From an optimization exercise on the open Yosys and OpenROAD flow, aimed at small area, a short achievable clock period and few clock cycles per item; shortcuts taken in it are not production practice.
Function was checked by simulation only, so behaviour that the tests miss may differ from the original.
Power is estimated from default activity; no workload was simulated.

run A:
==> flow/design.v (excerpt) <==
module btc (
    input  wire        clk,
    input  wire        rst,         
    input  wire        in_valid,
    output wire        in_ready,
    input  wire [15:0] in_data,
    output wire        out_valid,
    input  wire        out_ready,
    output wire [15:0] out_data
);
export LEC_CHECK = 0
export CAP_MARGIN = 20
export CORE_MARGIN = 2
export CORE_UTILIZATION = 45
export SLEW_MARGIN = 20
create_clock -name core_clock -period 12.5 [get_ports {clk}]
standard.sh (not shown) runs the stock make flow with config.mk's settings and CLKGATE_MAP_FILE= SYNTH_SCRIPT=/design/flow/synth_recipe.tcl, a recipe that flattens the netlist after the stock synthesis.
==> flow/flow/run.sh <==
#!/bin/bash
set -euo pipefail
bash standard.sh \
  SETUP_SLACK_MARGIN=9 \
  "BUFFER_PORTS_ARGS=-buffer_cell sky130_fd_sc_hd__buf_4" \
  "CTS_ARGS=-sink_clustering_enable -repair_clock_nets -dont_use_dummy_load -sink_clustering_size 30 -sink_clustering_max_diameter 60" \
  finish > standard_flow.log 2>&1
Run A completed end to end with timing, DRC and antenna clean.
Testbench counts of run A, summed over its fixed seeds: cycles 13,462, items 3,281.
Edits applied to the flow inputs when going from run A to run B:
# run A
export LEC_CHECK = 0
export CAP_MARGIN = 20
export CORE_MARGIN = 2
export CORE_UTILIZATION = 45
export SLEW_MARGIN = 20
create_clock -name core_clock -period 12.5 [get_ports {clk}]
# run B
export LEC_CHECK = 0
export CAP_MARGIN = 20
export CORE_MARGIN = 2
export CORE_UTILIZATION = 30
export SLEW_MARGIN = 20
create_clock -name core_clock -period 12.5 [get_ports {clk}]
==> flow/flow/run.sh <==
#!/bin/bash
set -euo pipefail
bash standard.sh \
  SETUP_SLACK_MARGIN=9 \
  "BUFFER_PORTS_ARGS=-buffer_cell sky130_fd_sc_hd__buf_4" \
  "CTS_ARGS=-sink_clustering_enable -repair_clock_nets -dont_use_dummy_load -sink_clustering_size 22 -sink_clustering_max_diameter 80" \
  finish > standard_flow.log 2>&1
==> notes.md <==
Final sequential cell count delta (run B -> run A): insignificant. Delta (run B minus run A): fraction of power spent switching nets went up 0.38 points; hold slack increased 18 ps; post-route cell area went up. [run B vs run A] largest fanout on the critical path: lower in run B. Re final critical-path share of the clock period: run A and run B aren't equal, and the lower value belongs to run A. Compared with run A, run B has less setup slack. | die outline height | higher: run B |. Compared with run A, run B is the less power-hungry design. The faster design of the two is run A; run B tops out lower. Area after detailed placement in run B vs run A: up about 1.5%.
Relative to run B, the following input files were edited for run C:
# run B
export LEC_CHECK = 0
export CAP_MARGIN = 20
export CORE_MARGIN = 2
export CORE_UTILIZATION = 30
export SLEW_MARGIN = 20
create_clock -name core_clock -period 12.5 [get_ports {clk}]
# run C
export LEC_CHECK = 0
export CAP_MARGIN = 20
export CORE_MARGIN = 2
export CORE_UTILIZATION = 45
export SLEW_MARGIN = 20
create_clock -name core_clock -period 12.5 [get_ports {clk}]
Notes after the runs:
Run C vs run B, routed wire length went up by about 0.6%. Against run B, run C reports a growth of design area from synthesis to finish that is lower. Delta (run C minus run B): post-layout minimum cycle time -120 ps, final area -about 1.7%.

========
btc again, from the RTL that the note above started with.
Design btc, start of the top module:
module btc (
    input  wire        clk,
    input  wire        rst,         
    input  wire        in_valid,
    output wire        in_ready,
    input  wire [15:0] in_data,
    output wire        out_valid,
    input  wire        out_ready,
    output wire [15:0] out_data
);
Settings: LEC_CHECK=0, CAP_MARGIN=20, CORE_MARGIN=2, CORE_UTILIZATION=60, SLEW_MARGIN=20; clock period 12.5 ns.
==> flow/flow/run.sh <==
#!/bin/bash
set -euo pipefail
bash standard.sh \
  SETUP_SLACK_MARGIN=9 \
  "BUFFER_PORTS_ARGS=-buffer_cell sky130_fd_sc_hd__buf_4" \
  "CTS_ARGS=-sink_clustering_enable -repair_clock_nets -dont_use_dummy_load -sink_clustering_size 22 -sink_clustering_max_diameter 80" \
  finish > standard_flow.log 2>&1
The starting point produced a clean layout.
Testbench counts at the start, summed over its fixed seeds: cycles 13,462, items 3,281.
Change:
==> flow/flow/run.sh (replaced) <==
#!/bin/bash
set -euo pipefail
bash standard.sh \
  SETUP_SLACK_MARGIN=9.2 \
  "BUFFER_PORTS_ARGS=-buffer_cell sky130_fd_sc_hd__buf_4" \
  "CTS_ARGS=-sink_clustering_enable -repair_clock_nets -dont_use_dummy_load -sink_clustering_size 22 -sink_clustering_max_diameter 80" \
  finish > standard_flow.log 2>&1
--- a/flow/config.mk
+++ b/flow/config.mk
@@ -8,4 +8,4 @@
 export CAP_MARGIN = 20
 export CORE_MARGIN = 2
-export CORE_UTILIZATION = 60
+export CORE_UTILIZATION = 45
 export SLEW_MARGIN = 20
Final cell count climbs by 8.1%.
Design area went up by 3.5%.
Total power rises by 2.4%.
Clock-buffer cell count is higher by 2.
Core utilization drops by 15 points.
Synthesized area stays the same.

-- re-timing with driven ports --
How much do the figures lean on ideal ports? The routed layouts below were timed once more, with nothing changed but the port constraints.
Step 1 (the two cells are an assumption about what drives the block):
set clk [get_ports {clk}]
set_driving_cell -lib_cell sky130_fd_sc_hd__clkbuf_16 $clk
set_driving_cell -lib_cell sky130_fd_sc_hd__buf_2 [delete_from_list [all_inputs] $clk]
Step 2, shift: input delay + t, output delay - t, t = (earliest + latest rising clock arrival at the registers) / 2. This alone moves slack from input paths to output paths.
a / b / c = ideal ports / drivers / drivers and shift; a / b = the first two.
run | shift t [ns] | setup slack, ns | hold slack, ns | worst setup path at the end
run A | 0.796 | 8.759 / 8.684 / 8.189 | 0.308 / 0.308 / 0.308 | input to register
run B | 0.796 | 8.659 / 8.568 / 8.074 | 0.326 / 0.326 / 0.326 | input to register
run C | 0.773 | 8.784 / 8.707 / 8.173 | 0.310 / 0.310 / 0.310 | input to register
the first run of note 2 | 0.750 | 8.733 / 8.733 / 8.125 | 0.315 / 0.315 / 0.315 | input to register
the second run of note 2 | 0.777 | 8.746 / 8.740 / 8.128 | 0.323 / 0.323 / 0.323 | input to register
After both steps setup and hold are still met in every run listed. For the second run of note 2, which loses most, drivers alone change the setup slack by -0.006 ns; drivers and shift together by -0.618 ns.
